Source: an optimization exercise on an open RTL-to-GDS flow (aim: small area, a short achievable clock period and few clock cycles). Production flows keep margins and buffers that such runs may drop.
Only simulation tests tie the RTL to the original design; equivalence was not proved.

## job 8481
// pmhf_engine
module pmhf_engine (
    input  wire        clk,
    input  wire        rst,
    input  wire        req_valid,
    input  wire        req_write,
    input  wire [11:0] req_addr,
    input  wire [63:0] req_wdata,
    output reg  [63:0] rdata,
    output wire        irq
);
  localparam integer W     = 16;
  localparam integer B     = 32;
  localparam integer N_MAX = 32;
  localparam integer L_MAX = 4;
  localparam [63:0] ID_VALUE = 64'h0000_0004_2010_0001;
  localparam [29:0] HA       = 30'd845897321;
  localparam [63:0] HB       = 64'd217728422;
  localparam [11:0] A_ID      = 12'h000;
  localparam [11:0] A_NMAX    = 12'h008;
  localparam [11:0] A_CMD     = 12'h010;
  localparam [11:0] A_STATUS  = 12'h018;
  localparam [11:0] A_INTEN   = 12'h020;
  localparam [11:0] A_OPA     = 12'h028;
  localparam [11:0] A_OPB     = 12'h030;
  localparam [11:0] A_SIZE    = 12'h038;
  localparam [11:0] A_SEED    = 12'h040;
  localparam [11:0] A_L       = 12'h048;
  localparam [11:0] A_ERRDET  = 12'h050;
  localparam [11:0] A_ACTN    = 12'h058;
  localparam [3:0] E_NONE     = 4'd0;
  localparam [3:0] E_INVALID  = 4'd1;
  localparam [3:0] E_NOTCFG   = 4'd2;
  localparam [3:0] E_ILLEGAL  = 4'd3;
  localparam [3:0] E_ORDER    = 4'd4;
  localparam [3:0] E_KEYW     = 4'd5;
  localparam [2:0] M_IDLE = 3'd0;
  localparam [2:0] M_ERR  = 3'd1;
  localparam [2:0] M_CFG  = 3'd2;
  localparam [2:0] M_ADD  = 3'd3;
  localparam [2:0] M_CON  = 3'd4;
  localparam [2:0] M_OVL  = 3'd5;
  localparam [2:0] T_PT   = 3'd0;    
  localparam [2:0] T_BLO  = 3'd1;    
  localparam [2:0] T_BHI  = 3'd2;    
  localparam [2:0] T_BLH  = 3'd3;    
  localparam [2:0] T_RLO  = 3'd4;    
  localparam [2:0] T_RHI  = 3'd5;    
  localparam [2:0] T_TOP  = 3'd6;    
  integer j, jv, jd, jc;
  function [319:0] wtab;
    input [3:0] idx;
    begin
      wtab = 320'd0;
      wtab = wtab | ({320{idx == 4'd0}} & 320'h00000000000000000000000000000000000000000000000000000000000000000000000000000000);
  ...
Size in the first run: roughly 19000 cells after synthesis, about 2300 flip-flops, ~150 I/O pins, about 0.17 mm^2 of cells after synthesis.
clock: 15.0 ns
lec_check: 0
cap_margin: 20
core_margin: 2
core_utilization: 40
place_density: 0.6
slew_margin: 20
run.sh (not shown) runs the stock make flow with config.mk's settings and CLKGATE_MAP_FILE= SYNTH_SCRIPT=/design/flow/synth_recipe.tcl, a recipe that flattens the netlist after the stock synthesis.
Job 8481: full flow OK, the timing, design-rule and antenna checks passed
Testbench counts of job 8481, summed over its fixed seeds: cycles 10,074.
> inputs changed (job 8481 -> job 5810)
--- a/flow/design.v
+++ b/flow/design.v
@@ -41,41 +41,43 @@
   localparam [2:0] M_OVL  = 3'd5;
   localparam [2:0] T_PT   = 3'd0;    
   localparam [2:0] T_BLO  = 3'd1;    
   localparam [2:0] T_BHI  = 3'd2;    
   localparam [2:0] T_BLH  = 3'd3;    
   localparam [2:0] T_RLO  = 3'd4;    
   localparam [2:0] T_RHI  = 3'd5;    
   localparam [2:0] T_TOP  = 3'd6;    
   integer j, jv, jd, jc;
   function [319:0] wtab;
     input [3:0] idx;
     begin
-      wtab = 320'd0;
-      wtab = wtab | ({320{idx == 4'd0}} & 320'h00000000000000000000000000000000000000000000000000000000000000000000000000000000);
-      wtab = wtab | ({320{idx == 4'd1}} & 320'h10441104411044110441104411044110441104411044110441104411044110441104411044110441);
-      wtab = wtab | ({320{idx == 4'd2}} & 320'h19041190411904119041190411904119041190411904119041190411904119041190411904119041);
-      wtab = wtab | ({320{idx == 4'd3}} & 320'h09041208241048209041208241048209041208241048209041208241048209041208241048209041);
-      wtab = wtab | ({320{idx == 4'd4}} & 320'h4104129d04104a74104129d04104a74104129d04104a74104129d04104a74104129d04104a741041);
-      wtab = wtab | ({320{idx == 4'd5}} & 320'h4104130ce951504104c33a5454104130ce951504104c33a5454104130ce951504104c33a54541041);
-      wtab = wtab | ({320{idx == 4'd6}} & 320'h410413a8a95b0c3410413a8a95b0c3410413a8a95b0c3410413a8a95b0c3410413a8a95b0c341041);
-      wtab = wtab | ({320{idx == 4'd7}} & 320'h41041410414104141041410414104141041410414104141041410414104141041410414104141041);
-      wtab = wtab | ({320{idx == 4'd8}} & 320'h4b5f0410414b5f0410414b5f0410414b5f0410414b5f0410414b5f0410414b5f0410414b5f041041);
-      wtab = wtab | ({320{idx == 4'd9}} & 320'h925c76c104105456186b7c64971db041041515861adf1925c76c104105456186b7c64971db041041);
-      wtab = wtab | ({320{idx == 4'd10}} & 320'h410415c10410570410415c10410570410415c10410570410415c10410570410415c1041057041041);
-      wtab = wtab | ({320{idx == 4'd11}} & 320'h1b649820820b0c36c930410416186d926082082c30db24c104105861b649820820b0c36c93041041);
-      wtab = wtab | ({320{idx == 4'd12}} & 320'h410416cecb92635be1861b8f0410416cecb92635be1861b8f0410416cecb92635be1861b8f041041);
-      wtab = wtab | ({320{idx == 4'd13}} & 320'hd368a2c104105c78d973be74da28b04104171e365cef9d368a2c104105c78d973be74da28b041041);
-      wtab = wtab | ({320{idx == 4'd14}} & 320'h61870410417d97451637d36b9df1c79267861870410417d97451637d36b9df1c7926786187041041);
-      wtab = wtab | ({320{idx == 4'd15}} & 320'h41041820820c104106082083041041820820c104106082083041041820820c104106082083041041);
+      case (idx)
+        4'd0: wtab = 320'h00000000000000000000000000000000000000000000000000000000000000000000000000000000;
+        4'd1: wtab = 320'h10441104411044110441104411044110441104411044110441104411044110441104411044110441;
+        4'd2: wtab = 320'h19041190411904119041190411904119041190411904119041190411904119041190411904119041;
+        4'd3: wtab = 320'h09041208241048209041208241048209041208241048209041208241048209041208241048209041;
+        4'd4: wtab = 320'h4104129d04104a74104129d04104a74104129d04104a74104129d04104a74104129d04104a741041;
+        4'd5: wtab = 320'h4104130ce951504104c33a5454104130ce951504104c33a5454104130ce951504104c33a54541041;
+        4'd6: wtab = 320'h410413a8a95b0c3410413a8a95b0c3410413a8a95b0c3410413a8a95b0c3410413a8a95b0c341041;
+        4'd7: wtab = 320'h41041410414104141041410414104141041410414104141041410414104141041410414104141041;
+        4'd8: wtab = 320'h4b5f0410414b5f0410414b5f0410414b5f0410414b5f0410414b5f0410414b5f0410414b5f041041;
+        4'd9: wtab = 320'h925c76c104105456186b7c64971db041041515861adf1925c76c104105456186b7c64971db041041;
+        4'd10: wtab = 320'h410415c10410570410415c10410570410415c10410570410415c10410570410415c1041057041041;
+        4'd11: wtab = 320'h1b649820820b0c36c930410416186d926082082c30db24c104105861b649820820b0c36c93041041;
+        4'd12: wtab = 320'h410416cecb92635be1861b8f0410416cecb92635be1861b8f0410416cecb92635be1861b8f041041;
+        4'd13: wtab = 320'hd368a2c104105c78d973be74da28b04104171e365cef9d368a2c104105c78d973be74da28b041041;
+        4'd14: wtab = 320'h61870410417d97451637d36b9df1c79267861870410417d97451637d36b9df1c7926786187041041;
+        4'd15: wtab = 320'h41041820820c104106082083041041820820c104106082083041041820820c104106082083041041;
+        default: wtab = 320'd0;
+      endcase
     end
   endfunction
   function [10:0] rsum;
     input [63:0]  x;
     input [319:0] w;
     reg [963:0] n;
     reg [11:0] ra, rb;
     begin
       n[0] = x[0] & w[0];
       n[1] = x[0] & w[1];
       n[2] = x[0] & w[2];
       n[3] = x[0] & w[3];
Notes after the runs:
The flow ended early for job 5810: it failed with a tool error in synthesis.
Testbench counts of job 5810, summed over its fixed seeds: cycles 10,074.

-- afterwards: timing with drivers on the ports --
The flow's constraints put no driver on any port. The routed layout listed below was extracted and timed again, unchanged, in two steps.
Step 1 sets driving cells, clkbuf_16 on the clock port and buf_2 on the other inputs (assumed; they add their load-dependent delay and slew).
Step 2 times the ports against the registers' clock, not the clock port: input delays grow and output delays shrink by t, the midpoint of the rising clock arrivals with the driver on.
Slacks: ideal ports / drivers / drivers and shift; pairs: ideal ports / drivers.
run: job 8481
shift t [ns]: 1.044
setup WS [ns]: 0.550 / 0.550 / 0.550
worst data-port slew with drivers (ns): 0.22
After both steps job 8481 still meets setup and hold. For job 8481, drivers alone change the setup slack by 0.000 ns; drivers and shift together by 0.000 ns.
